What follows belongs to an exercise in optimizing a design on an open flow for small area, a short achievable clock period and few clock cycles; a production flow would make more cautious choices. Where RTL was checked, it was by simulation tests only, not by an equivalence proof against the original. The RTL of runs 2 and 3 was laid out without a check of its function. No activity file was given, so power comes from the tool's default toggle rates.

## design/flow/design.v

```verilog
module pvc_sram_exerciser (
    input  wire        clk,
    input  wire        rst,
    input  wire        start,
    input  wire [2:0]  cfg_sel,
    input  wire        cfg_rw,
    input  wire        cfg_ret,
    input  wire        cfg_siz,
    output wire        busy,
    output wire        done,
    output wire        fault,
    output wire [3:0]  fault_code,
    output wire        verdict_fail,
    output reg  [31:0] fail_count,
    output wire        ev_valid,
    output reg  [2:0]  ev_kind,
    output wire [31:0] ev_data,
    input  wire        ev_ready,
    input  wire        rsp_valid,
    input  wire [2:0]  rsp_nsym,
    input  wire        rsp_z,
    input  wire [7:0]  rsp_byte,
    input  wire [2:0]  rec_idx,
    output wire        rec_addr_valid,
    output wire [19:0] rec_addr,
    output wire [7:0]  rec_label,
    output reg  [1:0]  rec_kind,
    output reg  [7:0]  rec_expect,
    output wire [7:0]  rec_act_val,
    output wire [7:0]  rec_act_zmask
);
    localparam [2:0] EV_XACT = 3'd1;
    localparam [2:0] EV_TRS  = 3'd2;
    localparam [2:0] EV_IND  = 3'd3;
    localparam [7:0] NEEDLE = 8'hA5;
    localparam [2:0] PH_TRS = 3'd0;
    localparam [2:0] PH_FLT = 3'd1;
    localparam [2:0] PH_SZ0 = 3'd2;    
    localparam [2:0] PH_SZN = 3'd3;    
    localparam [2:0] PH_SZR = 3'd4;    
    localparam [2:0] PH_SW  = 3'd5;    
    localparam [2:0] PH_RET = 3'd6;    
    localparam [2:0] PH_VRD = 3'd7;
    reg        run_q, done_q, fault_q;
    reg        fcode_q;                
    reg        wt;                     
    reg [2:0]  phase;
    reg [1:0]  step;
    reg [2:0]  pat;
    reg        ind;
    reg [18:0] addr;
    reg [2:0]  sel_r;
    reg        rw_r, ret_r, siz_r;
    reg [2:0]  plab;
    reg        full;
    reg [2:0]  rec_l_q [0:7];
    reg [2:0]  rec_p_q [0:7];
    reg        rec_z_q [0:7];
    reg [7:0]  rec_v_q [0:7];
    reg [18:0] rec_a_q [0:7];
    function [7:0] pat_val;
        input [2:0] p;
        begin
            case (p)
                3'd0: pat_val = 8'hAA;
                3'd1: pat_val = 8'h55;
                3'd2: pat_val = 8'hF0;
                3'd3: pat_val = 8'h0F;
                3'd4: pat_val = 8'hCC;
                3'd5: pat_val = 8'h33;
                3'd6: pat_val = 8'hFF;
                default: pat_val = 8'h00;
            endcase
        end
    endfunction
    wire has_cs2 = ~sel_r[2] & ~sel_r[0];           
    wire m13 = |sel_r;                              
    wire m15 = sel_r[2] | sel_r[1];                 
    wire m17 = sel_r[2] | (sel_r[1] & sel_r[0]);    
    wire m18 = sel_r[2];                            
    wire [18:0] amask = {m18, m17, m15, m15, m13, m13, 13'h1FFF};
    wire at_last = &(addr | ~amask);
    wire a_hi0   = ~|addr[18:7];
    wire a_lo127 = &addr[6:0];
    wire [18:0] addr_inc = addr + 19'd1;
    wire is_ind  = (phase == PH_SW) && (step == 2'd0);
    wire is_xact = (phase != PH_TRS) && (phase != PH_VRD) && !is_ind;
    wire nz      = full | (|fail_count[2:0]);
    reg        c_we, c_oe, c_cs1, c_cs2;
    reg [7:0]  d_out;
    reg [2:0]  lab;
    always @(*) begin
        c_we = 1'b0; c_oe = 1'b0; c_cs1 = 1'b0; c_cs2 = 1'b0;
        d_out = 8'd0;
        lab = 3'd0;
        ev_kind = EV_XACT;
        case (phase)
            PH_TRS: ev_kind = EV_TRS;
            PH_FLT: begin
                c_we = 1'b1; c_cs1 = (step != 2'd2); c_cs2 = (step != 2'd0);
                lab = {1'b0, step} + 3'd1;
            end
            PH_SZ0, PH_SZN: begin
                if (step[0]) begin
                    c_we = 1'b1; c_oe = 1'b1; c_cs1 = 1'b1; c_cs2 = 1'b1;
                end else begin
                    c_oe = 1'b1;
                    d_out = (phase == PH_SZN) ? NEEDLE : 8'd0;
                end
            end
            PH_SZR: begin
                c_we = 1'b1;
                lab = 3'd4;
            end
            PH_SW: begin
                case (step)
                    2'd0: begin
                        ev_kind = EV_IND;
                        d_out = {7'd0, ~ind};
                    end
                    2'd1: begin
                        c_oe = 1'b1;
                        d_out = pat_val(pat);
                    end
                    2'd2: begin
                        c_we = 1'b1; c_oe = 1'b1; c_cs1 = 1'b1; c_cs2 = 1'b1;
                        lab = 3'd5;
                    end
                    default: begin
                        c_we = 1'b1;
                        lab = 3'd6;
                    end
                endcase
            end
            PH_RET: begin
                c_we = 1'b1;
                lab = 3'd7;
            end
            default: ev_kind = {2'b10, nz};      
        endcase
    end
    assign ev_data = {c_we, c_oe, c_cs1, c_cs2 & has_cs2, 1'b0,
                      addr[18:7] & {12{~is_ind}}, addr[6:0], d_out};
    wire rsp_one = rsp_valid && (rsp_nsym == 3'd1);
    wire rsp_bad = wt && rsp_valid && (rsp_nsym != 3'd1);
    assign ev_valid = run_q && (!wt || (rsp_one && phase != PH_VRD));
    wire   adv      = ev_valid && ev_ready;
    assign busy  = run_q;
    assign done  = done_q;
    assign fault = fault_q;
    assign fault_code   = {fcode_q, 2'b11, fcode_q};
    assign verdict_fail = nz;
    wire [7:0] pv = pat_val(pat);
    reg mm;
    always @(*) begin
        case (plab)
            3'd4:        mm = !rsp_z && (rsp_byte == NEEDLE);
            3'd6, 3'd7:  mm = rsp_z || (rsp_byte != pv);
            default:     mm = !rsp_z;
        endcase
    end
    wire fire   = wt && rsp_one && (plab != 3'd0) && mm;
    wire sat    = &fail_count;
    wire rec_we = fire && !full;
    wire        dec   = plab[2] & (plab[1] | ~plab[0]);
    wire [18:0] raddr = (addr - {18'd0, dec}) & amask;
    always @(posedge clk) begin
        if (rst) begin
            run_q   <= 1'b0;
            done_q  <= 1'b0;
            fault_q <= 1'b0;
            wt      <= 1'b0;
        end else if (!run_q) begin
            if (start && !fault_q) begin
                done_q <= 1'b0;
                if (cfg_sel > 3'd4) begin
                    fault_q <= 1'b1;
                    fcode_q <= 1'b0;
                end else begin
                    run_q <= 1'b1;
                end
            end
        end else begin
            if (rsp_bad) begin
                run_q   <= 1'b0;
                wt      <= 1'b0;
                fault_q <= 1'b1;
                fcode_q <= 1'b1;
            end else if (adv) begin
                wt <= is_xact;
                if (phase == PH_VRD) begin
                    run_q  <= 1'b0;
                    done_q <= 1'b1;
                end
            end else if (rsp_valid) begin
                wt <= 1'b0;
            end
        end
    end
    always @(posedge clk) begin
        if (!run_q) begin
            if (start) begin
                sel_r <= cfg_sel;
                rw_r  <= cfg_rw;
                ret_r <= cfg_ret;
                siz_r <= cfg_siz;
                phase <= PH_TRS;
                step  <= 2'd0;
                pat   <= 3'd7;
                ind   <= 1'b0;
                addr  <= 19'd0;
            end
        end else if (adv) begin
            plab <= lab;
            case (phase)
                PH_TRS, PH_FLT: begin
                    if (phase == PH_TRS && has_cs2) begin
                        phase <= PH_FLT;
                        step  <= 2'd0;
                    end else if (phase == PH_FLT && step != 2'd2) begin
                        step <= step + 2'd1;
                    end else begin
                        step <= 2'd0;
                        if (siz_r)     phase <= PH_SZ0;
                        else if (rw_r) phase <= PH_SW;
                        else           phase <= PH_VRD;
                    end
                end
                PH_SZ0: begin
                    step <= ~step;
                    if (step[0]) begin
                        if (at_last) begin
                            phase <= PH_SZN;
                            addr  <= 19'd0;
                        end else begin
                            addr <= addr_inc;
                        end
                    end
                end
                PH_SZN: begin
                    step <= ~step;
                    if (step[0]) begin
                        phase <= PH_SZR;
                        addr  <= 19'd1;
                    end
                end
                PH_SZR: begin
                    if (at_last) begin
                        addr  <= 19'd0;
                        step  <= 2'd0;
                        phase <= rw_r ? PH_SW : PH_VRD;
                    end else begin
                        addr <= addr_inc;
                    end
                end
                PH_SW: begin
                    case (step)
                        2'd0: begin
                            step <= 2'd1;
                            ind  <= ~ind;
                            if (a_hi0) pat <= pat + 3'd1;
                        end
                        2'd1, 2'd2: step <= step + 2'd1;
                        default: begin
                            if (at_last) begin
                                addr <= 19'd0;
                                step <= 2'd0;
                                if (ret_r)             phase <= PH_RET;
                                else if (pat == 3'd7)  phase <= PH_VRD;
                            end else begin
                                addr <= addr_inc;
                                step <= a_lo127 ? 2'd0 : 2'd1;
                            end
                        end
                    endcase
                end
                PH_RET: begin
                    if (at_last) begin
                        addr  <= 19'd0;
                        step  <= 2'd0;
                        phase <= (pat == 3'd7) ? PH_VRD : PH_SW;
                    end else begin
                        addr <= addr_inc;
                    end
                end
                default: ;
            endcase
        end
    end
    always @(posedge clk) begin
        if (!run_q) begin
            if (start) begin
                fail_count <= 32'd0;
                full       <= 1'b0;
            end
        end else if (fire && !sat) begin
            fail_count <= fail_count + 32'd1;
            if (&fail_count[2:0]) full <= 1'b1;
        end
    end
    always @(posedge clk) begin
        if (run_q && rec_we) begin
            rec_l_q[fail_count[2:0]] <= plab;
            rec_p_q[fail_count[2:0]] <= pat;
            rec_z_q[fail_count[2:0]] <= rsp_z;
            rec_v_q[fail_count[2:0]] <= rsp_byte & {8{~rsp_z}};
            rec_a_q[fail_count[2:0]] <= raddr;
        end
    end
    reg [1:0] rk_d [0:7];
    reg [7:0] re_d [0:7];
    integer i;
    always @(*) begin
        for (i = 0; i < 8; i = i + 1) begin
            case (rec_l_q[i])
                3'd4: begin
                    rk_d[i] = 2'd2;
                    re_d[i] = NEEDLE;
                end
                3'd6, 3'd7: begin
                    rk_d[i] = 2'd0;
                    re_d[i] = pat_val(rec_p_q[i]);
                end
                default: begin
                    rk_d[i] = 2'd1;
                    re_d[i] = 8'd0;
                end
            endcase
        end
    end
    wire [2:0] r_l = rec_l_q[rec_idx];
    assign rec_label      = {5'd0, r_l};
    assign rec_addr_valid = r_l[2];
    assign rec_addr       = {1'b0, rec_a_q[rec_idx]};
    assign rec_act_val    = rec_v_q[rec_idx];
    assign rec_act_zmask  = {8{rec_z_q[rec_idx]}};
    always @(*) begin
        rec_kind   = rk_d[rec_idx];
        rec_expect = re_d[rec_idx];
    end
endmodule
```

## design/flow/standard.sh

```bash
#!/bin/bash
# synth_recipe.tcl (not shown) runs the flow's synth.tcl, then flattens the netlist and writes it again
# the make line also repeats each setting of config.mk as NAME=value (left out here)
make -C /OpenROAD-flow-scripts/flow DESIGN_CONFIG=/design/flow/config.mk WORK_HOME=/design/flow/orfs CLKGATE_MAP_FILE= SYNTH_SCRIPT=/design/flow/synth_recipe.tcl "${@:-finish}"
```

## design/flow/config.mk

```make
export PLATFORM = sky130hd
export DESIGN_NAME = pvc_sram_exerciser
export DESIGN_NICKNAME = pvc_sram_exerciser
export VERILOG_FILES = /design/flow/design.v
export SDC_FILE = /design/flow/constraint.sdc
export NUM_CORES = 4
export LEC_CHECK = 0
export CAP_MARGIN = 20
export CORE_MARGIN = 2
export CORE_UTILIZATION = 55
export CTS_BUF_LIST = sky130_fd_sc_hd__clkbuf_8
export CTS_CLUSTER_DIAMETER = 60
export CTS_CLUSTER_SIZE = 18
export SETUP_SLACK_MARGIN = 1.5
export SLEW_MARGIN = 20
```

## design/flow/flow/run.sh

```bash
#!/bin/bash
# The standard layout, with plain buffers (buf_2) on the ports instead of
# the delay buffers buffer_ports picks by default. make's full output goes
# to standard.log in the work folder.
set -euo pipefail
export BUFFER_PORTS_ARGS="-buffer_cell sky130_fd_sc_hd__buf_2"
bash standard.sh finish > standard.log 2>&1
```

## design/flow/constraint.sdc

```tcl
create_clock -name core_clock -period 5.0 [get_ports {clk}]
set_input_delay 1.0000 -clock core_clock [delete_from_list [all_inputs] [get_ports {clk}]]
set_output_delay 1.0000 -clock core_clock [all_outputs]
set_load 0.01 [all_outputs]
```

==> results.yml, run 1 <==
run_status:
  run_status: "timing/DRC/antenna clean"
logic_synthesis:
  synth_top_area_frac: 0.6170
  muxShareOfSynthArea: 0.002549
  yosys.area.top_type: "edfxtp_1"
  post_synth_and_or_nand_nor_area_fraction: 0.1380
  yosysSeqAreaShare: 0.6218
  yosysWarningCount: 3
  largest_family_of_logic_cells_by_synthesized_area: "simple AND/OR/NAND/NOR gates"
  synth_adder_area_share: 0.02623
  synth_compound_gate_area_share: 0.1215
  asyncSetResetFlopFracSynth: 0
  number_of_flops_mapped_to_enable_cells_by_yosys: 343
  netlist-cell-type-count: 78
  post_synth_xor_area_fraction: 0.04880
  avgSynthCellArea_um2: 12.56
  synthesis.instances: 1329
  synth.top_cells.by_area: "edfxtp_1 62%, a22oi_1 5.3%, xnor2_1 3.6%"
  synth.cell_area_mm2: 0.01669
  synth.ff_latch_count: 347
  ys.flop_type: "edfxtp_1"
sta:
  setup_slack_ns: 1.462
  timing.final.max_slew_violations: 0
  max_slew.worst_pin.slew_ns: 0.9672
  final.hold.worst_slack_ns: 0.4989
  tns_ns: 0
  achievable-frequency_ghz: 0.2826
  fin_skew_ns: 0.01827
  share_of_the_clock_period_used_by_the_worst_path_after_layout: 0.7076
  final_number_of_setup_violating_endpoints: 0
  rsz0062_at_grt: "yes"
  fin_crit_ns: 3.538
  slew-limit-headroom: 0.3505
  hold_violations: 0
pwr:
  vdd_ir_drop_max_uv: 212.2
  power.total_mw: 5.668
  power_leakage_nw: 6.700
  power-per-cell-area_mw_per_mm2: 298.1
die:
  placeable_core_region_mm2: 0.02980
  floorplan.die_area_mm2: 0.03176
  die_width_um: 178.2
  die_h_um: 178.2
  top_level_ports: 157
  floorplan.rows: 63
  initial_utilization: 0.5602
cells_and_area:
  area.growth.synth_to_final_pct: 13.90
  final-instance-count-excl-fill: 1902
  final_area_mm2: 0.01901
  final_net_count: 1551
  layout-drive-gt1-share: 0.2298
  final-seq-area_mm2: 0.01038
  fillerInstances: 2337
  finalCoreUtilization: 0.6381
  multi_input_comb_area_mm2: 0.006031
place:
  dp_worst_setup_slack_ns: 1.119
  dp_hpwl_mm: 25.44
  globalplace.congestion: 0.9259
  dp.cells: 1804
  io_buffers: 147
  placed_cell_area_mm2: 0.01779
grt:
  routing_usage_on_met1: 0.3830
  gr_met3_demand_resource: 0.04135
  antenna_found_initial: 2
  grt_first_pass_wirelength_mm: 61.04
  grt_start_max_net_pins: 54
  global_route.peak_usage_layer: "met2"
  grt_usage: 0.2518
  met2_usage: 0.3857
  grt_overflow_total: 0
  grt_pass1_vias: 10571
routing:
  drc: 0
  detail_route.first_pass.iterations: 5
  drt-wirelength-per-cell_um: 21.57
  drt-total-wl_mm: 41.03
  num_vias: 11453
  viasPerCell: 6.022
  detail_route.iter0.violations: 996
  drt.antenna.violating_nets: 0
worst_setup_path:
  arrival_ns: 2.54
  critical_path.startpoint_type: "input pin"
  setup.reg_to_reg.worst_slack_ns: 1.68
  cp.required_ns: 4.00
  critical_path.max_fanout: 12
  reg2reg_launch_point: "plab[1]$_DFFE_PP_"
  worst_r2r_path_depth: 8
  worst_setup_path_class: "in2out"
  timing.critical_path.to_type: "output pin"
  crit-reg2reg-capture: "rec_a_q[1][10]$_DFFE_PP_"
cts:
  ctsLongestPathBuffers: 3
  cts_tree: "built"
  cts_buffers: 29
  clock_latency_reported_for_the_late_side_of_the_worst_skew_pair_ns: 0.60
  ctsHtreeMaxLevel: 1
  cts-root-buf: "clkbuf_8"
  clkSlewWorstSetupHoldPaths_ns: 0.10
  cts.sinks: 347
worst_hold_path:
  hold_crit_endpoint: "done_q$_SDFFE_PP0P_"
  min-delay-start: "done_q$_SDFFE_PP0P_"
  min_path_type: "reg2reg"
  hold_depth: 2
job:
  max_cap_violations: 0
-- how the worst max path moves through the flow --
stage,start,to,depth (start not counted)
5_1_grt,rec_idx[0],rec_expect[5],8
4_1_cts,pat[0]$_SDFFCE_PN1P_,ev_data[0],7
3_3_place_gp,rec_idx[1],rec_expect[7],8
6_report,rec_idx[0],rec_expect[7],9
2_1_floorplan,pat[0]$_SDFFCE_PN1P_,rec_a_q[0][0]$_DFFE_PP_,8
3_5_place_dp,rec_idx[1],rec_expect[7],8
-- report_power, final --
part           switching [mW]  leakage, nW  total (mW)  internal [mW]
Sequential             0.0765         3.20        3.35           3.28
Clock                    1.02        0.311        1.71          0.691
Combinational           0.377         3.19       0.608          0.231
-- repair_timing --
item | in CTS | in global routing
hold buffers | 0 | 0
setup buffers | 22 | 23
setup endpoints to repair | 339 | 61
gates resized for setup | 27 | 51
pin swaps | 6 | 8
-- Yosys cell counts (all sizes together), types with 4 or more instances --
| library cell | n |
|---|---|
| or3 | 6 |
| a21o | 7 |
| a22o | 4 |
| and2 | 47 |
| xnor2 | 69 |
| nor3 | 22 |
| xor2 | 24 |
| o31ai | 5 |
| a31oi | 6 |
| o32ai | 5 |
| inv | 46 |
| a21boi | 10 |
| and4 | 4 |
| nor4 | 16 |
| nand2 | 65 |
| o221ai | 4 |
| ha | 35 |
| and3 | 15 |
| a22oi | 117 |
| dfxtp | 4 |
| o21a | 6 |
| or4 | 7 |
| o211ai | 4 |
| nor2 | 89 |
| clkbuf | 46 |
| edfxtp | 343 |
| or2 | 7 |
| buf | 45 |
| o21ai | 44 |
| nand4 | 42 |
| nor2b | 25 |
| a21oi | 35 |
| o22ai | 15 |
| nand3 | 52 |
| nor3b | 7 |
| nand2b | 7 |
-- layout by cell type (no fill, tap or decap), types with 9 or more instances in the layout --
master and instances:
edfxtp_1 343, ha_1 29, nor2b_1 22, clkbuf_8 29, nor3_1 19, o22ai_1 15
and2_1 46, nor2_1 86, xnor2_1 64, nand3_2 9, a21oi_1 33, nand2_1 63
xor2_1 23, nand3_1 43, nand4_1 42, conb_1 9, nor4_4 9, inv_1 46
buf_2 144, buf_4 59, a22oi_1 117, o21ai_0 34, and3_1 13
-- registers in the layout (all words and copies together) (netlist names), 8 cells and up --
register    count
rec_v_q        64
rec_a_q       152
rec_p_q        24
fail_count     32
rec_z_q         8
rec_l_q        24
addr           19
-- routing by layer --
| metal | share of wire | routed length (µm) |
|---|---|---|
| met2 | 0.45 | 18520 |
| met3 | 0.067 | 2755 |
| met1 | 0.47 | 19150 |
| met4 | 0.015 | 606 |
| met5 | 0 | 0 |
-- kinds of logic after synthesis --
kind of cell / Yosys count
AOI/OAI and AO/OA: 292
xor gates and xnor gates: 93
adders and majority gates: 35
buffers and inverters: 137
DFF: 347
muxes: 3
other: 2
and+or+nand+nor: 420
-- cell type report --
cell class / instances / area share
sequential: 347 / 0.5459
multi-input combinational: 852 / 0.3172
timing repair buffer: 214 / 0.06943
tap: 390 / 0.02566
clock buffer: 29 / 0.02099
clock inverter: 22 / 0.01145
inverter: 46 / 0.009081
antenna: 2 / 0.0002632
-- critical path, stage by stage --
cell	delay, ns
buf_6	0.14
and3b_2	0.25
buf_4	0.15
nand3_2	0.08
o211ai_2	0.11
nor2_2	0.16
a21oi_2	0.08
or4_1	0.41
buf_2	0.15
Testbench counts, summed over its fixed seeds: cycles 1,723,440.
==> inputs of run 2 (changes only) <==
--- a/design/flow/design.v
+++ b/design/flow/design.v
@@ -82,7 +82,7 @@
     wire at_last = &(addr | ~amask);
     wire a_hi0   = ~|addr[18:7];
     wire a_lo127 = &addr[6:0];
-    wire [18:0] addr_inc = addr + 19'd1;
+    wire [18:0] addr_inc = (addr + 19'd1) & amask;
     wire is_ind  = (phase == PH_SW) && (step == 2'd0);
     wire is_xact = (phase != PH_TRS) && (phase != PH_VRD) && !is_ind;
     wire nz      = full | (|fail_count[2:0]);
@@ -229,28 +229,22 @@
                 PH_SZ0: begin
                     step <= ~step;
                     if (step[0]) begin
-                        if (at_last) begin
-                            phase <= PH_SZN;
-                            addr  <= 19'd0;
-                        end else begin
-                            addr <= addr_inc;
-                        end
+                        addr <= addr_inc;
+                        if (at_last) phase <= PH_SZN;
                     end
                 end
                 PH_SZN: begin
                     step <= ~step;
                     if (step[0]) begin
                         phase <= PH_SZR;
-                        addr  <= 19'd1;
+                        addr  <= addr_inc;
                     end
                 end
                 PH_SZR: begin
+                    addr <= addr_inc;
                     if (at_last) begin
-                        addr  <= 19'd0;
                         step  <= 2'd0;
                         phase <= rw_r ? PH_SW : PH_VRD;
-                    end else begin
-                        addr <= addr_inc;
                     end
                 end
                 PH_SW: begin
@@ -262,41 +256,41 @@
                         end
                         2'd1, 2'd2: step <= step + 2'd1;
                         default: begin
+                            addr <= addr_inc;
                             if (at_last) begin
-                                addr <= 19'd0;
                                 step <= 2'd0;
                                 if (ret_r)             phase <= PH_RET;
                                 else if (pat == 3'd7)  phase <= PH_VRD;
                             end else begin
-                                addr <= addr_inc;
                                 step <= a_lo127 ? 2'd0 : 2'd1;
                             end
                         end
                     endcase
                 end
                 PH_RET: begin
+                    addr <= addr_inc;
                     if (at_last) begin
-                        addr  <= 19'd0;
                         step  <= 2'd0;
                         phase <= (pat == 3'd7) ? PH_VRD : PH_SW;
-                    end else begin
-                        addr <= addr_inc;
                     end
                 end
                 default: ;
             endcase
         end
     end
-    always @(posedge clk) begin
-        if (!run_q) begin
-            if (start) begin
-                fail_count <= 32'd0;
-                full       <= 1'b0;
-            end
-        end else if (fire && !sat) begin
-            fail_count <= fail_count + 32'd1;
-            if (&fail_count[2:0]) full <= 1'b1;
+    wire [31:0] fc_ones;    
+    assign fc_ones[0] = 1'b1;
+    genvar g;
+    generate
+        for (g = 1; g < 32; g = g + 1) begin : g_ones
+            assign fc_ones[g] = fc_ones[g-1] & fail_count[g-1];
         end
+    endgenerate
+    wire inc = fire && !sat;
+    wire clr = !run_q && start;
+    always @(posedge clk) begin
+        fail_count <= clr ? 32'd0 : fail_count ^ (fc_ones & {32{inc}});
+        full       <= !clr && (full || (inc && fc_ones[3]));
     end
     always @(posedge clk) begin
         if (run_q && rec_we) begin
==> results.yml, run 2 <==
run_status:
  run_status: "timing/DRC/antenna clean"
sta:
  final_number_of_setup_violating_endpoints: 0
  final.hold.worst_slack_ns: 0.4918
  slew-limit-headroom: 0.4732
  setup_slack_ns: 1.375
  fin_crit_ns: 3.625
  max_slew.worst_pin.slew_ns: 0.7846
  hold_violations: 0
  tns_ns: 0
  fin_skew_ns: 0.03302
  timing.final.max_slew_violations: 0
  achievable-frequency_ghz: 0.2759
  share_of_the_clock_period_used_by_the_worst_path_after_layout: 0.7250
  rsz0062_at_grt: "yes"
die:
  die_width_um: 176.5
  initial_utilization: 0.5554
  die_h_um: 176.5
  floorplan.die_area_mm2: 0.03117
  floorplan.rows: 63
  top_level_ports: 157
  placeable_core_region_mm2: 0.02948
worst_setup_path:
  timing.critical_path.to_type: "output pin"
  critical_path.startpoint_type: "input pin"
  cp.required_ns: 4.00
  arrival_ns: 2.62
  critical_path.max_fanout: 31
  worst_setup_path_class: "in2out"
grt:
  grt_usage: 0.2654
  antenna_found_initial: 0
  grt_first_pass_wirelength_mm: 63.29
  grt_start_max_net_pins: 39
  grt_overflow_total: 0
  grt_pass1_vias: 11079
cells_and_area:
  area.growth.synth_to_final_pct: 14.01
  final_net_count: 1594
  most_common_library_cell_in_the_layout_ignoring_fill_and_taps: "edfxtp_1"
  largest_register_ffs: 152
  final_area_mm2: 0.01867
  layout-drive-gt1-share: 0.2079
  most-common-layout-cells: "310 x edfxtp_1, 144 x buf_2, 112 x a22oi_1"
  finalCoreUtilization: 0.6332
  final-instance-count-excl-fill: 1940
routing:
  drt.antenna.violating_nets: 0
  num_vias: 11838
  detail_route.iter0.violations: 1122
  viasPerCell: 6.102
  drt-wirelength-per-cell_um: 21.58
  drt-total-wl_mm: 41.86
  detail_route.first_pass.iterations: 5
  drc: 0
place:
  dp_worst_setup_slack_ns: 0.9885
  dp_hpwl_mm: 26.63
  placed_cell_area_mm2: 0.01747
  dp.cells: 1859
  globalplace.congestion: 0.9476
  io_buffers: 147
cts:
  ctsHtreeMaxLevel: 1
  clkSlewWorstSetupHoldPaths_ns: 0.10
  cts.sinks: 347
  cts_buffers: 27
  cts-root-buf: "clkbuf_8"
  ctsLongestPathBuffers: 3
  clock_latency_reported_for_the_late_side_of_the_worst_skew_pair_ns: 0.62
  cts_tree: "built"
logic_synthesis:
  asyncSetResetFlopFracSynth: 0
  yosysSeqAreaShare: 0.6137
  synth_adder_area_share: 0.02598
  post_synth_and_or_nand_nor_area_fraction: 0.1351
  synth.cell_area_mm2: 0.01637
  synth.most_common_cell: "edfxtp_1"
  yosysWarningCount: 3
  post_synth_xor_area_fraction: 0.03263
  synth_compound_gate_area_share: 0.1427
  ys.flop_type: "edfxtp_1"
  largest_family_of_logic_cells_by_synthesized_area: "compound AO/OA/AOI/OAI gates"
  number_of_flops_mapped_to_enable_cells_by_yosys: 310
  synth.ff_latch_count: 347
  avgSynthCellArea_um2: 11.78
  muxShareOfSynthArea: 0.005960
  netlist-cell-type-count: 76
  synth.cells.most_frequent: "310 x edfxtp_1, 112 x a22oi_1, 99 x nor2_1"
  synthesis.instances: 1390
  yosys.area.top_type: "edfxtp_1"
  synth.top_cells.by_area: "edfxtp_1 57%, a22oi_1 5.1%, dfxtp_1 4.5%"
  synth_top_area_frac: 0.5685
pwr:
  power.total_mw: 5.522
  power-per-cell-area_mw_per_mm2: 295.8
  vdd_ir_drop_max_uv: 214.6
  power_leakage_nw: 6.561
worst_hold_path:
  min_path_type: "reg2reg"
job:
  max_cap_violations: 0
[run 2: cell types whose count changed after synthesis, sizes merged, moves of 9 or more]
cell,previous run,this run
nor2,89,100
dfxtp,4,37
a21oi,35,70
clkbuf,46,59
o211ai,4,14
nor2b,25,16
or3,6,21
xnor2,69,40
and2,47,17
o21ai,44,60
nand2,65,96
edfxtp,343,310
[run 2: kinds of logic after synthesis]
logic type	Yosys count
xor gates and xnor gates	61
and+or+nand+nor	435
muxes	7
other	2
AOI/OAI and AO/OA	350
adders and majority gates	34
buffers and inverters	154
DFF	347
[run 2: where the power goes]
group	switching (mW)	leakage, nW	internal [mW]	total [mW]
sequential	0.0580	3.11	3.23	3.29
clock	0.959	0.302	0.670	1.63
combinational	0.389	3.15	0.217	0.606
[run 2: cell type report]
cell class | count | area [µm²]
clock inverters | 17 | 203.9
flip-flops and latches | 347 | 10050
inverters | 54 | 206.4
multi-input cells | 896 | 5992
fillers | 2364 | 10810
well taps | 390 | 488.0
diodes | 1 | 2.502
repair buffers | 208 | 1354
clock buffers | 27 | 371.6
[run 2: worst paths after layout]
check,from,end,slack [ns],depth (start not counted)
hold / removal,fault_q$_SDFFE_PP0P_,fault_q$_SDFFE_PP0P_,0.49,2
setup reg to reg,pat[0]$_SDFFCE_PN1P_,rec_l_q[7][0]$_DFFE_PP_,1.72,13
hold reg to reg,fault_q$_SDFFE_PP0P_,fault_q$_SDFFE_PP0P_,0.49,2
setup / recovery,rec_idx[1],rec_expect[7],1.38,10
[run 2: metal layers]
metal | up-vias | GRT usage | part of all wire
li1 | 5530 | - | -
met3 | 67 | 0.04328 | 0.076
met2 | 477 | 0.4232 | 0.46
met1 | 5764 | 0.3818 | 0.44
met5 | - | 0 | 0
met4 | 0 | 0.06749 | 0.023
[run 2: worst max-delay path, cell delays in order]
cell	delay, ns
buf_6	0.14
nand2_1	0.08
nor2_2	0.13
buf_8	0.29
and3_1	0.29
o211ai_1	0.11
o211ai_1	0.15
nor4_4	0.09
o32ai_1	0.15
buf_2	0.18
[run 2: repair_timing]
item | CTS | global route
resized for setup | 43 | 43
endpoints found under the setup margin | 284 | 294
cloned | 0 | 1
hold buffers | 0 | 0
pin swaps | 11 | 5
buffers inserted | 17 | 18
==> inputs of run 3 (changes only) <==
--- a/design/flow/config.mk
+++ b/design/flow/config.mk
@@ -8,8 +8,8 @@
 export CAP_MARGIN = 20
 export CORE_MARGIN = 2
 export CORE_UTILIZATION = 55
-export CTS_BUF_LIST = sky130_fd_sc_hd__clkbuf_8
+export CTS_BUF_LIST = sky130_fd_sc_hd__clkbuf_16
 export CTS_CLUSTER_DIAMETER = 60
-export CTS_CLUSTER_SIZE = 18
-export SETUP_SLACK_MARGIN = 1.5
+export CTS_CLUSTER_SIZE = 30
+export SETUP_SLACK_MARGIN = 1.8
 export SLEW_MARGIN = 20
==> results.yml, run 3 <==
run_status:
  run_status: "timing/DRC/antenna clean"
worst_setup_path:
  arrival_ns: 2.60
  crit_chain: "clkbuf_16 > and3b_2 > and3_1 > a311oi_1 > o2111ai_1 > a311oi_2 > o32ai_1 > buf_2"
  critical_path.startpoint_type: "input pin"
  critical_path.max_fanout: 5
  timing.critical_path.depth: 8
  worst_setup_path_class: "in2out"
  cpMaxStageDelayCell: "a311oi_1"
  critical_path.n_buffers_inverters: 2
  worst_r2r_path_depth: 15
  crit_path_max_incr_delay_ns: 0.27
  timing.critical_path.to_type: "output pin"
  critical_path.top_delay_family: "compound AO/OA/AOI/OAI gates"
  cp.required_ns: 4.00
routing:
  drt.antenna.violating_nets: 0
  viasPerCell: 6.331
  detail_route.first_pass.iterations: 6
  drt-wirelength-per-cell_um: 25.08
  detail_route.iter0.violations: 1312
  drt-total-wl_mm: 52.39
  drc: 0
  num_vias: 13225
logic_synthesis:
  synth_top_area_frac: 0.5685
  netlist-cell-type-count: 76
  synthesis.instances: 1390
  yosys.area.top_type: "edfxtp_1"
  asyncSetResetFlopFracSynth: 0
  yosysSeqAreaShare: 0.6137
  ys.flop_type: "edfxtp_1"
  synth.most_common_cell: "edfxtp_1"
  avgSynthCellArea_um2: 11.78
  synth.ff_latch_count: 347
  synth.cells.most_frequent: "310 x edfxtp_1, 112 x a22oi_1, 99 x nor2_1"
  synth.cell_area_mm2: 0.01637
  synth.top_cells.by_area: "edfxtp_1 57%, a22oi_1 5.1%, dfxtp_1 4.5%"
  yosysWarningCount: 3
  number_of_flops_mapped_to_enable_cells_by_yosys: 310
cts:
  cts-root-buf: "clkbuf_16"
  ctsHtreeMaxLevel: 1
  ctsLongestPathBuffers: 3
  cts.sinks: 347
  cts_buffers: 27
  clock_latency_reported_for_the_late_side_of_the_worst_skew_pair_ns: 0.57
  clkSlewWorstSetupHoldPaths_ns: 0.07
  cts_hold_bufs: 0
  cts_tree: "built"
cells_and_area:
  final_net_count: 1739
  final-seq-area_mm2: 0.01005
  multi_input_comb_area_mm2: 0.006691
  most_common_library_cell_in_the_layout_ignoring_fill_and_taps: "edfxtp_1"
  area.growth.synth_to_final_pct: 33.92
  fillerInstances: 1918
  insertedDiodeCount: 0
  layout-drive-gt1-share: 0.3496
  most-common-layout-cells: "310 x edfxtp_1, 138 x buf_2, 100 x buf_4"
  largest_register_ffs: 152
die:
  die_width_um: 176.5
  initial_utilization: 0.5554
  placeable_core_region_mm2: 0.02948
  top_level_ports: 157
  floorplan.die_area_mm2: 0.03117
  die_h_um: 176.5
  floorplan.rows: 63
pwr:
  vdd_ir_drop_max_uv: 285.8
  power_leakage_nw: 7.883
  power-per-cell-area_mw_per_mm2: 287.1
grt:
  grt_usage: 0.2954
  grt_overflow_total: 0
  grt_first_pass_wirelength_mm: 69.60
  grt_pass1_vias: 11923
  grt_start_max_net_pins: 39
  antenna_found_initial: 2
sta:
  tns_ns: 0
  fin_crit_ns: 3.597
  hold_violations: 0
  final_number_of_setup_violating_endpoints: 0
  achievable-frequency_ghz: 0.2780
  share_of_the_clock_period_used_by_the_worst_path_after_layout: 0.7195
  timing.final.max_slew_violations: 0
  final.hold.worst_slack_ns: 0.4838
  fin_skew_ns: 0.01957
  rsz0062_at_grt: "yes"
  max_slew.worst_pin.slew_ns: 0.8048
  slew-limit-headroom: 0.4617
place:
  globalplace.congestion: 0.9608
  dp_hpwl_mm: 27.69
  io_buffers: 147
worst_hold_path:
  min_path_type: "reg2reg"
  hold_depth: 2
job:
  max_cap_violations: 0
==> run 3: cell counts after synthesis <==
Identical to the previous run, type by type.
==> run 3: per-stage QoR <==
stage	cells	setup slack [ns]	utilization	area [µm²]	power, mW
5_1_grt	2089	1.374	0.7438	21930	6.471
2_1_floorplan	1397	1.402	-	16730	3.729
6_report	2089	1.403	0.7438	21930	6.296
3_5_place_dp	1855	1.082	0.5936	17500	3.918
4_1_cts	2000	1.410	0.6868	20250	6.209
3_3_place_gp	1855	1.093	0.5936	17500	3.915
==> run 3: worst min-delay path: stages, from the launching register on <==
cell	delay [ns]
dfxtp_1	0.33
nand2_1	0.06
mux2i_1	0.05
==> run 3: cell families after synthesis <==
group / count (synthesis) / synth area share
other: 2 / 0.0004586
multiplexers: 7 / 0.005960
adder cells (fa/ha/maj): 34 / 0.02598
AO/OA/AOI/OAI: 350 / 0.1427
AND/OR/NAND/NOR: 435 / 0.1351
flip-flops: 347 / 0.6137
XOR/XNOR: 61 / 0.03263
buffers and inverters: 154 / 0.04348
==> run 3: area by class of cell <==
class                   count  share of cell area
clock buffers              27             0.03081
inverters                  54            0.009700
well taps                 390             0.02225
flip-flops and latches    347              0.4583
repair buffers            351              0.1628
multi-input cells         898              0.3051
clock inverters            22             0.01101
==> run 3: report_power, final <==
part           internal (mW)  leakage (nW)  switching (mW)
clock network           1.10         0.436            1.13
registers               3.23          3.11          0.0593
logic                  0.320          4.34           0.461
total                   4.65          7.88            1.65
==> run 3: routing by layer <==
metal | wire [µm] | vias to the layer above | track usage
met1 | 20810 | 6501 | 0.4052
met2 | 24770 | 741 | 0.4867
met3 | 4928 | 136 | 0.04910
li1 | - | 5845 | -
met5 | 13 | - | 0
met4 | 1868 | 2 | 0.08781
==> run 3: worst paths after layout <==
path / start / endpoint / slack [ns]
setup / recovery: rec_idx[2] / rec_expect[5] / 1.40
setup reg to reg: pat[0]$_SDFFCE_PN1P_ / rec_a_q[6][15]$_DFFE_PP_ / 1.73
hold / removal: fail_count[3]$_SDFF_PP0_ / fail_count[3]$_SDFF_PP0_ / 0.48
hold reg to reg: fail_count[3]$_SDFF_PP0_ / fail_count[3]$_SDFF_PP0_ / 0.48
==> run 3: timing repair <==
action,in CTS,in global routing
gates resized for setup,208,127
gates cloned,14,29
endpoints found under the setup margin,423,414
pin swaps,58,74
setup buffers,82,60
==> inputs of run 4 (changes only) <==
--- a/design/flow/design.v
+++ b/design/flow/design.v
@@ -322,14 +322,38 @@
             endcase
         end
     end
-    wire [2:0] r_l = rec_l_q[rec_idx];
+    wire [8*41-1:0] rec_flat;
+    genvar r;
+    generate
+        for (r = 0; r < 8; r = r + 1) begin : g_rec
+            assign rec_flat[41*r +: 41] = {rec_l_q[r], rk_d[r], re_d[r], rec_z_q[r], rec_v_q[r], rec_a_q[r]};
+        end
+    endgenerate
+    wire [40:0] rec_q;
+    wire [7:0] rec_sel = 8'd1 << rec_idx;
+    pvc_rec_mux u_rec_mux (.sel(rec_sel), .d(rec_flat), .q(rec_q));
+    wire [2:0] r_l = rec_q[40:38];
     assign rec_label      = {5'd0, r_l};
     assign rec_addr_valid = r_l[2];
-    assign rec_addr       = {1'b0, rec_a_q[rec_idx]};
-    assign rec_act_val    = rec_v_q[rec_idx];
-    assign rec_act_zmask  = {8{rec_z_q[rec_idx]}};
+    assign rec_addr       = {1'b0, rec_q[18:0]};
+    assign rec_act_val    = rec_q[26:19];
+    assign rec_act_zmask  = {8{rec_q[27]}};
+    always @(*) begin
+        rec_kind   = rec_q[37:36];
+        rec_expect = rec_q[35:28];
+    end
+endmodule
+module pvc_rec_mux (
+    input  wire [7:0]       sel,
+    input  wire [8*41-1:0]  d,
+    output wire [40:0]      q
+);
+    reg [40:0] acc;
+    integer k;
     always @(*) begin
-        rec_kind   = rk_d[rec_idx];
-        rec_expect = re_d[rec_idx];
+        acc = 41'd0;
+        for (k = 0; k < 8; k = k + 1)
+            acc = acc | (d[41*k +: 41] & {41{sel[k]}});
     end
+    assign q = acc;
 endmodule
--- a/design/flow/config.mk
+++ b/design/flow/config.mk
@@ -8,8 +8,9 @@
 export CAP_MARGIN = 20
 export CORE_MARGIN = 2
 export CORE_UTILIZATION = 55
-export CTS_BUF_LIST = sky130_fd_sc_hd__clkbuf_16
+export CTS_BUF_LIST = sky130_fd_sc_hd__clkbuf_8
 export CTS_CLUSTER_DIAMETER = 60
-export CTS_CLUSTER_SIZE = 30
+export CTS_CLUSTER_SIZE = 18
 export SETUP_SLACK_MARGIN = 1.8
 export SLEW_MARGIN = 20
+export SYNTH_HIERARCHICAL = 1
==> results.yml, run 4 <==
worst_setup_path:
  setup.reg_to_reg.worst_slack_ns: 1.65
  timing.critical_path.to: "ev_data[0]"
  critical_path.top_delay_family: "compound AO/OA/AOI/OAI gates"
  reg2reg_launch_point: "pat[1]$_SDFFCE_PN1P_"
  crit_chain: "buf_6 > inv_1 > ha_4 > o21a_1 > nor2_2 > a21o_1 > o211ai_1 > buf_2"
  cp.required_ns: 4.00
  critical_path.n_buffers_inverters: 3
  worst_setup_path_class: "reg2out"
  timing.critical_path.to_type: "output pin"
  critical_path.startpoint: "pat[2]$_SDFFCE_PN1P_"
  crit_path_max_incr_delay_ns: 0.38
  timing.critical_path.depth: 8
  critical_path.startpoint_type: "register"
  critical_path.max_fanout: 19
  cpMaxStageDelayCell: "edfxtp_1"
  crit-reg2reg-capture: "rec_a_q[7][10]$_DFFE_PP_"
  worst_r2r_path_depth: 14
  arrival_ns: 2.38
sta:
  slew-limit-headroom: 0.3005
  achievable-frequency_ghz: 0.2957
  setup_slack_ns: 1.619
  tns_ns: 0
  final_number_of_setup_violating_endpoints: 0
  rsz0062_at_grt: "yes"
  final.hold.worst_slack_ns: 0.4636
  fin_skew_ns: 0.02110
  hold_violations: 0
  timing.final.max_slew_violations: 0
  share_of_the_clock_period_used_by_the_worst_path_after_layout: 0.6763
  fin_crit_ns: 3.381
  max_slew.worst_pin.slew_ns: 1.045
grt:
  grt_pass1_vias: 12030
  grt_first_pass_wirelength_mm: 73.41
  grt_start_max_net_pins: 38
  grt_overflow_total: 0
  grt_usage: 0.2943
  antenna_found_initial: 1
logic_synthesis:
  yosysWarningCount: 10
  synth.ff_latch_count: 347
  netlist-cell-type-count: 74
  number_of_flops_mapped_to_enable_cells_by_yosys: 310
  yosysSeqAreaShare: 0.5828
  avgSynthCellArea_um2: 11.95
  synth.top_cells.by_area: "edfxtp_1 54%, a22oi_1 5.1%, dfxtp_1 4.3%"
  asyncSetResetFlopFracSynth: 0
  synth.most_common_cell: "edfxtp_1"
  synth.cells.most_frequent: "310 x edfxtp_1, 117 x a22oi_1, 116 x nor2_1"
  ys.flop_type: "edfxtp_1"
  synth_top_area_frac: 0.5398
  synthesis.instances: 1443
  yosys.area.top_type: "edfxtp_1"
  synth.cell_area_mm2: 0.01724
routing:
  detail_route.wirelength.met1_mm: 21.49
  detail_route.iter0.violations: 1244
  drt-wirelength-per-cell_um: 25.05
  detail_route.first_pass.iterations: 5
  detailroute.wirelength.met3_mm: 4.764
  drt.antenna.violating_nets: 0
  highest_signal_layer_in_the_routed_design: "met4"
  met2RoutedLength_mm: 25.15
  drt-total-wl_mm: 52.73
  viasPerCell: 6.272
  num_vias: 13202
  drc: 0
cells_and_area:
  final-instance-count-excl-fill: 2105
  most_common_library_cell_in_the_layout_ignoring_fill_and_taps: "edfxtp_1"
  most-common-layout-cells: "310 x edfxtp_1, 126 x buf_2, 107 x nor2_1"
  area.growth.synth_to_final_pct: 24.19
  finalCoreUtilization: 0.6965
  insertedDiodeCount: 0
  layout-drive-gt1-share: 0.3306
  final_area_mm2: 0.02142
  largest_register_ffs: 152
  final_net_count: 1748
  fillerInstances: 2198
die:
  floorplan.rows: 64
  placeable_core_region_mm2: 0.03075
  floorplan.die_area_mm2: 0.03278
  top_level_ports: 157
  initial_utilization: 0.5608
  die_width_um: 181.1
  die_h_um: 181.1
pwr:
  switching_power_mw: 1.601
  p_sw_frac: 0.2683
  power-per-cell-area_mw_per_mm2: 278.7
  internal_power_mw: 4.367
  clock_power_share: 0.311
  p_seq_frac: 0.552
  power.total_mw: 5.968
  comb_power_share: 0.136
  vdd_ir_drop_max_uv: 189.3
  power_leakage_nw: 7.670
cts:
  cts_hold_bufs: 0
  cts.sinks: 347
  ctsLongestPathBuffers: 3
  clkSlewWorstSetupHoldPaths_ns: 0.10
  cts_buffers: 31
  ctsHtreeMaxLevel: 1
  clock_latency_reported_for_the_late_side_of_the_worst_skew_pair_ns: 0.61
  cts_tree: "built"
  cts-root-buf: "clkbuf_8"
run_status:
  run_status: "timing/DRC/antenna clean"
place:
  dp_hpwl_mm: 28.97
  dp_worst_setup_slack_ns: 1.108
  io_buffers: 147
  dp.cells: 1909
  globalplace.congestion: 0.9075
  placed_cell_area_mm2: 0.01811
worst_hold_path:
  min_path_type: "reg2reg"
job:
  max_cap_violations: 0
==> run 4: cell count changes in the layout (fill, tap and decap cells not counted), moves of 11 or more <==
cell	change
nor2_1	+21
clkbuf_8	+31
o22ai_1	-13
nand4_1	+20
o21ai_0	+11
nand3_1	-13
clkbuf_16	-36
buf_2	-12
a22oi_2	+16
a22oi_1	+39
buf_8	-12
o21ai_1	-15
==> run 4: cell type report <==
type,count,area (µm²),area share
Inverter,61,232.7,0.01087
Multi-Input combinational cell,937,6970,0.3255
Sequential cell,347,10050,0.4693
Clock inverter,23,280.3,0.01309
Tap cell,396,495.5,0.02314
Clock buffer,31,426.7,0.01992
Timing Repair Buffer,310,2960,0.1382
==> run 4: how the worst min path moves through the flow <==
stage                              from             endpoint  slack, ns  depth (start not counted)
floorplan           done_q$_SDFFE_PP0P_  done_q$_SDFFE_PP0P_       0.47                          2
global placement    done_q$_SDFFE_PP0P_  done_q$_SDFFE_PP0P_       0.45                          2
detailed placement  done_q$_SDFFE_PP0P_  done_q$_SDFFE_PP0P_       0.44                          2
CTS                 done_q$_SDFFE_PP0P_  done_q$_SDFFE_PP0P_       0.46                          2
global route        done_q$_SDFFE_PP0P_  done_q$_SDFFE_PP0P_       0.49                          2
finish              done_q$_SDFFE_PP0P_  done_q$_SDFFE_PP0P_       0.46                          2
==> run 4: kinds of logic after synthesis <==
logic type / synth area share
simple gates: 0.1408
compound gates: 0.1563
flops: 0.5828
buf+inv: 0.06109
xor+xnor: 0.03047
fa+ha+maj: 0.02525
mux: 0.002902
other cells: 0.0004355
==> run 4: per-module statistics from Yosys, one instance, submodules excluded <==
module,area (µm²),times used
pvc_sram_exerciser,15090,1
pvc_rec_mux,2156,1
==> run 4: tightest hold or removal path, stage by stage, from the launching register on <==
cell and delay, ns:
dfxtp_1 0.32, inv_1 0.04, a211oi_1 0.06
==> run 4: repair_timing <==
| item | in CTS | in global routing |
|---|---|---|
| gates cloned | 16 | 17 |
| pin swaps | 37 | 58 |
| endpoints found under the setup margin | 436 | 416 |
| buffers inserted | 58 | 50 |
| resized for setup | 109 | 138 |
==> run 4: routing by layer <==
layer / global-route usage / vias up
met2: 0.4734 / 677
li1: - / 5955
met5: 0 / -
met3: 0.06047 / 88
met4: 0.08650 / 0
met1: 0.4074 / 6482
==> run 4: power groups by stage <==
stage                     Sequential, mW  Combinational, mW  Clock (mW)
after floorplan                     3.31              0.424           0
after global placement              3.37              0.566           0
after detailed placement            3.37              0.568           0
after CTS                           3.29              0.700        1.88
after global routing                3.30              0.863        2.00
final                               3.30              0.812        1.86
Testbench counts of run 4, summed over its fixed seeds: cycles 1,723,440.
==> inputs of run 5 (changes only) <==
--- a/design/flow/config.mk
+++ b/design/flow/config.mk
@@ -11,6 +11,6 @@
 export CTS_BUF_LIST = sky130_fd_sc_hd__clkbuf_8
 export CTS_CLUSTER_DIAMETER = 60
 export CTS_CLUSTER_SIZE = 18
-export SETUP_SLACK_MARGIN = 1.8
+export SETUP_SLACK_MARGIN = 1.5
 export SLEW_MARGIN = 20
 export SYNTH_HIERARCHICAL = 1
==> results.yml, run 5 <==
cts:
  clkSlewWorstSetupHoldPaths_ns: 0.10
  clock_latency_reported_for_the_late_side_of_the_worst_skew_pair_ns: 0.60
  cts_buffers: 29
  cts-root-buf: "clkbuf_8"
  cts_tree: "built"
  cts.sinks: 347
  ctsHtreeMaxLevel: 1
  ctsLongestPathBuffers: 3
die:
  placeable_core_region_mm2: 0.03075
  floorplan.rows: 64
  die_h_um: 181.1
  die_width_um: 181.1
  top_level_ports: 157
  floorplan.die_area_mm2: 0.03278
  initial_utilization: 0.5608
grt:
  grt_start_max_net_pins: 56
  antenna_found_initial: 0
  grt_usage: 0.2803
  grt_overflow_total: 0
  grt_first_pass_wirelength_mm: 70.63
  grt_pass1_vias: 11772
logic_synthesis:
  post_synth_xor_area_fraction: 0.03047
  post_synth_and_or_nand_nor_area_fraction: 0.1408
  synth.top_cells.by_area: "edfxtp_1 54%, a22oi_1 5.1%, dfxtp_1 4.3%"
  yosysSeqAreaShare: 0.5828
  largest_family_of_logic_cells_by_synthesized_area: "compound AO/OA/AOI/OAI gates"
  asyncSetResetFlopFracSynth: 0
  synth_adder_area_share: 0.02525
  synth.cell_area_mm2: 0.01724
  yosysWarningCount: 10
  avgSynthCellArea_um2: 11.95
  synth.ff_latch_count: 347
  synth_compound_gate_area_share: 0.1563
  synth.cells.most_frequent: "310 x edfxtp_1, 117 x a22oi_1, 116 x nor2_1"
  netlist-cell-type-count: 74
  synthesis.instances: 1443
  yosys.area.top_type: "edfxtp_1"
  synth_top_area_frac: 0.5398
  ys.flop_type: "edfxtp_1"
  synth.most_common_cell: "edfxtp_1"
  number_of_flops_mapped_to_enable_cells_by_yosys: 310
  muxShareOfSynthArea: 0.002902
sta:
  share_of_the_clock_period_used_by_the_worst_path_after_layout: 0.6871
  timing.final.max_slew_violations: 0
  rsz0062_at_grt: "yes"
  max_slew.worst_pin.slew_ns: 0.9686
  fin_crit_ns: 3.436
  hold_violations: 0
  tns_ns: 0
  fin_skew_ns: 0.02532
  achievable-frequency_ghz: 0.2911
  slew-limit-headroom: 0.3535
  final_number_of_setup_violating_endpoints: 0
worst_setup_path:
  arrival_ns: 2.44
  setup.reg_to_reg.worst_slack_ns: 1.62
  worst_path_most_repeated_cell: "buf_2"
  cpMaxStageDelayCell: "buf_6"
  reg2reg_launch_point: "pat[0]$_SDFFCE_PN1P_"
  crit_chain: "buf_2 > nor3b_4 > buf_4 > buf_6 > a22oi_2 > nand4_1 > buf_2"
  crit_path_max_incr_delay_ns: 0.30
  worst_setup_path_class: "in2out"
  timing.critical_path.to_type: "output pin"
  critical_path.startpoint_type: "input pin"
  cp.required_ns: 4.00
  critical_path.startpoint: "rec_idx[0]"
  critical_path.max_fanout: 20
routing:
  viasPerCell: 6.178
  drt-total-wl_mm: 46.58
  num_vias: 12300
  detail_route.first_pass.iterations: 5
  drt-wirelength-per-cell_um: 23.40
  drt.antenna.violating_nets: 0
  drc: 0
  detail_route.iter0.violations: 998
pwr:
  power_leakage_nw: 6.686
  power.total_mw: 5.530
  power-per-cell-area_mw_per_mm2: 289.9
  vdd_ir_drop_max_uv: 265.8
place:
  io_buffers: 147
  globalplace.congestion: 0.8876
  dp_hpwl_mm: 29.46
cells_and_area:
  layout-drive-gt1-share: 0.2257
  final_net_count: 1635
  fillerInstances: 2502
  multi_input_comb_area_mm2: 0.006471
  final-seq-area_mm2: 0.01005
  insertedDiodeCount: 0
  largest_register_ffs: 152
  most_common_library_cell_in_the_layout_ignoring_fill_and_taps: "edfxtp_1"
  most-common-layout-cells: "310 x edfxtp_1, 146 x buf_2, 116 x a22oi_1"
  area.growth.synth_to_final_pct: 10.62
job:
  max_cap_violations: 0
run_status:
  run_status: "timing/DRC/antenna clean"
worst_hold_path:
  min-delay-start: "done_q$_SDFFE_PP0P_"
  min_path_type: "reg2reg"
[run 5: critical path, delay by kind of cell]
family / cells / cell delay [ns]
AND/OR/NAND/NOR: 2 / 0.44
buffers and inverters: 4 / 0.88
AO/OA/AOI/OAI: 1 / 0.09
[run 5: kinds of logic after synthesis]
family / count (synthesis)
AO/OA/AOI/OAI: 358
XOR/XNOR: 60
adder cells (fa/ha/maj): 35
buffers and inverters: 174
flip-flops: 347
multiplexers: 5
other: 2
AND/OR/NAND/NOR: 462
[run 5: power breakdown]
| group | total (mW) | internal, mW | switching [mW] |
|---|---|---|---|
| Clock | 1.60 | 0.588 | 1.02 |
| Sequential | 3.30 | 3.23 | 0.0705 |
| Combinational | 0.629 | 0.218 | 0.411 |
| Total | 5.53 | 4.03 | 1.50 |
[run 5: path summary, 6_finish.rpt]
check,endpoint,depth (start not counted)
min reg2reg,done_q$_SDFFE_PP0P_,2
max,rec_label[0],7
min,done_q$_SDFFE_PP0P_,2
max reg2reg,rec_a_q[4][1]$_DFFE_PP_,9
[run 5: timing repair]
item,in CTS,in global routing
hold buffers,0,0
setup endpoints to repair,324,330
gates cloned,3,2
resized for setup,17,31
setup buffers,20,11
hold endpoints to repair,0,0
pin swaps,5,5
[run 5: final cells by class]
type,count,share of cell area
multi-input combinational,933,0.3393
timing repair buffer,203,0.06619
tap,396,0.02598
sequential,347,0.5269
clock buffer,29,0.02092
inverter,61,0.01200
clock inverter,22,0.008790
[run 5: Yosys stat by module, one instance, submodules excluded]
module / flip-flops and latches / cells / area, µm² / times used
pvc_rec_mux: 0 / 245 / 2156 / 1
pvc_sram_exerciser: 347 / 1198 / 15090 / 1
[run 5: metal layers]
| layer | track usage | part of all wire | up-vias |
|---|---|---|---|
| li1 | - | - | 5707 |
| met1 | 0.4051 | 0.44 | 6081 |
| met2 | 0.4658 | 0.48 | 452 |
| met3 | 0.02862 | 0.061 | 60 |
| met4 | 0.05561 | 0.019 | 0 |
| met5 | 0 | 0 | - |
[run 5: metrics by stage]
stage / setup WS (ns) / hold WS [ns] / util / cells / cell area [µm²]
floorplan: 1.053 / 0.4694 / - / 1450 / 17390
global placement: 1.146 / 0.4528 / 0.5861 / 1904 / 18020
detailed placement: 1.084 / 0.4486 / 0.5861 / 1904 / 18020
CTS: 1.498 / 0.4662 / 0.6129 / 1978 / 18850
global route: 1.471 / 0.4864 / 0.6203 / 1991 / 19070
finish: 1.565 / 0.4648 / 0.6203 / 1991 / 19070
==> inputs of run 6 (changes only) <==
==> design/flow/flow/run.sh (replaced) <==
#!/bin/bash
# The standard layout, with plain buffers (buf_1) on the ports instead of
# the delay buffers buffer_ports picks by default. make's full output goes
# to standard.log in the work folder.
set -euo pipefail
export BUFFER_PORTS_ARGS="-buffer_cell sky130_fd_sc_hd__buf_1"
bash standard.sh finish > standard.log 2>&1
==> design/flow/config.mk (replaced) <==
export PLATFORM = sky130hd
export DESIGN_NAME = pvc_sram_exerciser
export DESIGN_NICKNAME = pvc_sram_exerciser
export VERILOG_FILES = /design/flow/design.v
export SDC_FILE = /design/flow/constraint.sdc
export NUM_CORES = 4
export LEC_CHECK = 0
export CAP_MARGIN = 20
export CORE_MARGIN = 2
export CORE_UTILIZATION = 70
export CTS_BUF_LIST = sky130_fd_sc_hd__clkbuf_16
export CTS_CLUSTER_DIAMETER = 100
export CTS_CLUSTER_SIZE = 25
export SETUP_SLACK_MARGIN = 1.5
export SLEW_MARGIN = 20
export SYNTH_HIERARCHICAL = 1
==> results.yml, run 6 <==
run_status:
  run_status: "timing/DRC/antenna clean"
routing:
  drt-total-wl_mm: 43.13
  num_vias: 12466
  detail_route.iter0.violations: 1547
  drc: 0
  drt.antenna.violating_nets: 0
  detail_route.first_pass.iterations: 5
  drt-wirelength-per-cell_um: 22.81
  viasPerCell: 6.592
worst_setup_path:
  worst_setup_path_class: "reg2out"
  arrival_ns: 2.45
  critical_path.max_fanout: 20
  timing.critical_path.to_type: "output pin"
  crit_path_max_incr_delay_ns: 0.72
  cp.required_ns: 4.00
  critical_path.startpoint_type: "register"
  crit_chain: "and2_2 > nand2_1 > o31ai_1 > buf_1"
  cpMaxStageDelayCell: "edfxtp_1"
cts:
  ctsHtreeMaxLevel: 1
  cts_hold_bufs: 0
  clkSlewWorstSetupHoldPaths_ns: 0.10
  cts.sinks: 347
  cts_tree: "built"
  cts_buffers: 17
  cts-root-buf: "clkbuf_16"
  clock_latency_reported_for_the_late_side_of_the_worst_skew_pair_ns: 0.52
  ctsLongestPathBuffers: 3
die:
  die_h_um: 161.0
  placeable_core_region_mm2: 0.02425
  top_level_ports: 157
  floorplan.die_area_mm2: 0.02591
  die_width_um: 161.0
  initial_utilization: 0.7111
  floorplan.rows: 57
sta:
  hold_violations: 0
  timing.final.max_slew_violations: 0
  final.hold.worst_slack_ns: 0.4741
  share_of_the_clock_period_used_by_the_worst_path_after_layout: 0.6906
  fin_skew_ns: 0.01942
  fin_crit_ns: 3.453
  setup_slack_ns: 1.547
  slew-limit-headroom: 0.3228
  achievable-frequency_ghz: 0.2896
  tns_ns: 0
  max_slew.worst_pin.slew_ns: 1.007
  final_number_of_setup_violating_endpoints: 0
  rsz0062_at_grt: "no"
grt:
  grt_start_max_net_pins: 56
  grt_first_pass_wirelength_mm: 64.95
  antenna_found_initial: 0
  grt_pass1_vias: 11448
  grt_overflow_total: 0
  grt_usage: 0.3264
logic_synthesis:
  asyncSetResetFlopFracSynth: 0
  synth.top_cells.by_area: "edfxtp_1 54%, a22oi_1 5.1%, dfxtp_1 4.3%"
  ys.flop_type: "edfxtp_1"
  synth_top_area_frac: 0.5398
  synth.ff_latch_count: 347
  synth.cells.most_frequent: "310 x edfxtp_1, 117 x a22oi_1, 116 x nor2_1"
  yosysSeqAreaShare: 0.5828
  number_of_flops_mapped_to_enable_cells_by_yosys: 310
  synth.most_common_cell: "edfxtp_1"
  avgSynthCellArea_um2: 11.95
  synthesis.instances: 1443
  synth.cell_area_mm2: 0.01724
  yosys.area.top_type: "edfxtp_1"
  yosysWarningCount: 10
  netlist-cell-type-count: 74
pwr:
  internal_power_mw: 4.044
  power-per-cell-area_mw_per_mm2: 288.9
  switching_power_mw: 1.326
  vdd_ir_drop_max_uv: 286.7
  comb_power_share: 0.108
  clock_power_share: 0.277
  power_leakage_nw: 6.148
  p_seq_frac: 0.615
  p_sw_frac: 0.2469
cells_and_area:
  most-common-layout-cells: "310 x edfxtp_1, 144 x buf_1, 117 x a22oi_1"
  largest_register_ffs: 152
  area.growth.synth_to_final_pct: 7.793
  layout-drive-gt1-share: 0.1123
  insertedDiodeCount: 0
  multi_input_comb_area_mm2: 0.006421
  final-seq-area_mm2: 0.01005
  final-instance-count-excl-fill: 1891
  final_net_count: 1617
  fillerInstances: 1609
  most_common_library_cell_in_the_layout_ignoring_fill_and_taps: "edfxtp_1"
place:
  globalplace.congestion: 0.8927
  io_buffers: 147
  dp.cells: 1839
  dp_worst_setup_slack_ns: 1.177
  dp_hpwl_mm: 28.40
worst_hold_path:
  min_path_type: "reg2reg"
job:
  max_cap_violations: 0
[run 6: cell counts after synthesis]
No cell type changed its count.
[run 6: per-stage QoR]
step / cell area, µm² / utilization / total power, mW
after global placement: 17800 / 0.7341 / 3.892
after global routing: 18590 / 0.7666 / 5.528
final: 18590 / 0.7666 / 5.369
after CTS: 18440 / 0.7604 / 5.358
after floorplan: 17390 / - / 3.738
after detailed placement: 17800 / 0.7341 / 3.904
[run 6: path summary, 6_finish.rpt]
kind                                              from                  endpoint  slack, ns  depth (start not counted)
worst max register to register       plab[1]$_DFFE_PP_  rec_a_q[0][18]$_DFFE_PP_       1.58                         12
worst min register to register     done_q$_SDFFE_PP0P_       done_q$_SDFFE_PP0P_       0.47                          2
worst min-delay path               done_q$_SDFFE_PP0P_       done_q$_SDFFE_PP0P_       0.47                          2
worst max-delay path            phase[0]$_SDFFCE_PN0P_                ev_data[7]       1.55                          4
[run 6: final cells by class]
| cell class | count | area share |
|---|---|---|
| sequential | 347 | 0.5407 |
| multi-input combinational | 933 | 0.3455 |
| timing repair buffer | 197 | 0.05405 |
| clock buffer | 17 | 0.02289 |
| tap | 324 | 0.02181 |
| inverter | 61 | 0.01232 |
| clock inverter | 12 | 0.002760 |
[run 6: per-module statistics from Yosys, one instance, submodules excluded]
module              cells  flip-flops and latches  cell area [µm²]
pvc_sram_exerciser   1198                     347            15090
pvc_rec_mux           245                       0             2156
[run 6: power groups by stage]
stage	registers [mW]	logic (mW)	clock network [mW]
after detailed placement	3.37	0.532	0
after global placement	3.37	0.523	0
after CTS	3.30	0.557	1.50
after floorplan	3.31	0.424	0
final	3.30	0.580	1.49
after global routing	3.31	0.625	1.60
[run 6: cell families (layout without fill, tap and decap cells)]
kind of cell,after synthesis,after routing,synth area share
adder cells (fa/ha/maj),35,35,0.02525
buffers and inverters,174,287,0.06109
XOR/XNOR,60,60,0.03047
multiplexers,5,5,0.002902
AO/OA/AOI/OAI,358,358,0.1563
AND/OR/NAND/NOR,462,466,0.1408
other,2,9,0.0004355
flip-flops,347,347,0.5828
[run 6: repair_timing]
item,4_1_cts,5_1_grt
pin swaps,1,5
setup endpoints to repair,423,408
resized for setup,18,19
cloned,2,2
buffers inserted,12,7
[run 6: layer usage]
layer  wire length (µm)  GRT usage  vias up
li1                   -          -     5647
met1              17710     0.4760     6081
met2              20120     0.5109      664
met3               4003    0.05294       74
met4               1296     0.1043        0
met5                  0          0        -
[run 6: critical path: cells and delay by family, from the launching register on]
kind	cells	cell delay [ns]
flip-flops	1	0.72
AND/OR/NAND/NOR	2	0.59
AO/OA/AOI/OAI	1	0.43
buffers and inverters	1	0.20
==> inputs of run 7 (changes only) <==
--- a/design/flow/config.mk
+++ b/design/flow/config.mk
@@ -11,6 +11,6 @@
 export CTS_BUF_LIST = sky130_fd_sc_hd__clkbuf_16
 export CTS_CLUSTER_DIAMETER = 100
 export CTS_CLUSTER_SIZE = 25
-export SETUP_SLACK_MARGIN = 1.5
+export SETUP_SLACK_MARGIN = 1.3
 export SLEW_MARGIN = 20
 export SYNTH_HIERARCHICAL = 1
==> results.yml, run 7 <==
grt:
  grt_usage: 0.3212
  grt_pass1_vias: 11563
  grt_overflow_total: 0
  grt_start_max_net_pins: 56
  antenna_found_initial: 1
  grt_first_pass_wirelength_mm: 64.73
place:
  io_buffers: 147
  globalplace.congestion: 0.8992
die:
  top_level_ports: 157
  initial_utilization: 0.7111
  placeable_core_region_mm2: 0.02425
  floorplan.rows: 57
  die_h_um: 161.0
logic_synthesis:
  yosysWarningCount: 10
  synth_top_area_frac: 0.5398
  synth.cells.most_frequent: "310 x edfxtp_1, 117 x a22oi_1, 116 x nor2_1"
  synthesis.instances: 1443
  netlist-cell-type-count: 74
  number_of_flops_mapped_to_enable_cells_by_yosys: 310
  synth.top_cells.by_area: "edfxtp_1 54%, a22oi_1 5.1%, dfxtp_1 4.3%"
  synth.most_common_cell: "edfxtp_1"
  synth.ff_latch_count: 347
  asyncSetResetFlopFracSynth: 0
  avgSynthCellArea_um2: 11.95
  yosysSeqAreaShare: 0.5828
sta:
  tns_ns: 0
  hold_violations: 0
  rsz0062_at_grt: "no"
  fin_crit_ns: 3.621
  achievable-frequency_ghz: 0.2762
  timing.final.max_slew_violations: 0
  share_of_the_clock_period_used_by_the_worst_path_after_layout: 0.7241
  slew-limit-headroom: 0.3253
  setup_slack_ns: 1.379
routing:
  viasPerCell: 6.646
  drt-total-wl_mm: 42.66
  detail_route.first_pass.iterations: 6
  detail_route.iter0.violations: 1838
  drc: 0
  drt.antenna.violating_nets: 0
worst_setup_path:
  crit_chain: "buf_2 > nor3b_2 > clkbuf_8 > a22oi_1 > nand4_1 > buf_1"
  reg2reg_launch_point: "pat[1]$_SDFFCE_PN1P_"
  critical_path.top_delay_family: "buffers and inverters"
  crit-reg2reg-capture: "rec_a_q[7][17]$_DFFE_PP_"
  critical_path.n_buffers_inverters: 3
  timing.critical_path.to_type: "output pin"
  critical_path.max_fanout: 41
  worst_r2r_path_depth: 9
  critical_path.startpoint_type: "input pin"
  arrival_ns: 2.62
worst_hold_path:
  hold_crit_endpoint: "done_q$_SDFFE_PP0P_"
  hold_depth: 2
  min_path_type: "reg2reg"
cells_and_area:
  final_net_count: 1611
  largest_register_ffs: 152
  most_common_library_cell_in_the_layout_ignoring_fill_and_taps: "edfxtp_1"
  most-common-layout-cells: "310 x edfxtp_1, 143 x buf_1, 117 x a22oi_1"
  area.growth.synth_to_final_pct: 7.227
  fillerInstances: 1635
run_status:
  run_status: "timing/DRC/antenna clean"
cts:
  clock_latency_reported_for_the_late_side_of_the_worst_skew_pair_ns: 0.51
  cts_hold_bufs: 0
  cts_tree: "built"
  ctsHtreeMaxLevel: 1
  cts.sinks: 347
  clkSlewWorstSetupHoldPaths_ns: 0.10
  cts_buffers: 17
  ctsLongestPathBuffers: 3
pwr:
  power-per-cell-area_mw_per_mm2: 289.5
  power_leakage_nw: 6.101
  vdd_ir_drop_max_uv: 247.0
==> run 7: power breakdown <==
group	switching, mW	total [mW]	leakage [nW]	internal [mW]
logic	0.404	0.590	2.72	0.186
clock network	0.843	1.47	0.270	0.626
registers	0.0665	3.29	3.11	3.23
==> run 7: final cells by class <==
cell class              count  area [µm²]  share of cell area
clock buffers              17       425.4             0.02301
repair buffers            192       948.4             0.05129
multi-input cells         932        6385              0.3453
inverters                  61       229.0             0.01238
clock inverters            12       45.04            0.002436
well taps                 324       405.4             0.02192
flip-flops and latches    347       10050              0.5435
diodes                      1       2.502           0.0001353
==> run 7: Yosys stat by module (local to each module, per instance) <==
module / times used / cell area [µm²] / cells inside / flip-flops and latches
pvc_rec_mux: 1 / 2156 / 245 / 0
pvc_sram_exerciser: 1 / 15090 / 1198 / 347
==> run 7: worst register-to-register path, cell delays in order, from the launching register on <==
cell      delay [ns]
edfxtp_1        0.42
buf_4           0.21
ha_1            0.29
nor2_2          0.31
xor2_1          0.19
o41ai_1         0.12
or4_4           0.66
o21bai_4        0.50
nor4_4          0.08
buf_4           0.29
==> run 7: what timing repair did <==
action / 4_1_cts / 5_1_grt
resized for setup: 7 / 10
gates cloned: 1 / 2
endpoints found under the setup margin: 295 / 204
pin swaps: 4 / 4
endpoints found under the hold margin: 0 / 0
setup buffers: 12 / 6
==> run 7: kinds of logic after synthesis <==
| logic type | share of synthesized area |
|---|---|
| other cells | 0.0004355 |
| mux | 0.002902 |
| buf+inv | 0.06109 |
| xor+xnor | 0.03047 |
| simple gates | 0.1408 |
| compound gates | 0.1563 |
| flops | 0.5828 |
| fa+ha+maj | 0.02525 |
==> run 7: worst max path at each step <==
stage	startpoint	end	slack [ns]	depth (start not counted)
after floorplan	rsp_byte[4]	rec_a_q[2][0]$_DFFE_PP_	1.05	5
after global placement	rsp_z	fail_count[15]$_SDFF_PP0_	1.06	8
after detailed placement	rsp_z	fail_count[5]$_SDFF_PP0_	0.87	8
after CTS	plab[1]$_DFFE_PP_	rec_a_q[2][13]$_DFFE_PP_	1.31	9
after global routing	rec_idx[0]	rec_act_val[0]	1.30	6
final	rec_idx[2]	rec_act_zmask[6]	1.38	6
==> run 7: per-layer routing <==
| layer | wire length, µm | vias up | global-route usage | part of all wire |
|---|---|---|---|---|
| met5 | 0 | - | 0 | 0 |
| met4 | 851 | 0 | 0.07630 | 0.020 |
| met3 | 4327 | 77 | 0.05139 | 0.10 |
| met2 | 20180 | 685 | 0.5166 | 0.47 |
| met1 | 17300 | 6132 | 0.4673 | 0.41 |
| li1 | - | 5640 | - | - |
==> run 7: per-stage QoR <==
step	hold WS, ns	util	instances	cell area (µm²)	total power, mW
6_report	0.4775	0.7625	1886	18490	5.352
5_1_grt	0.4819	0.7624	1885	18490	5.509
4_1_cts	0.4690	0.7586	1877	18390	5.338
3_5_place_dp	0.4553	0.7338	1835	17790	3.903
3_3_place_gp	0.4562	0.7338	1835	17790	3.892
2_1_floorplan	0.4694	-	1450	17390	3.738

Setup slack of run 7, layout unchanged: 1.379 ns with ideal ports, 1.350 ns with driving cells assumed (clock clkbuf_16, inputs buf_2), 1.156 ns with port delays also shifted by the 0.548 ns mid clock arrival.
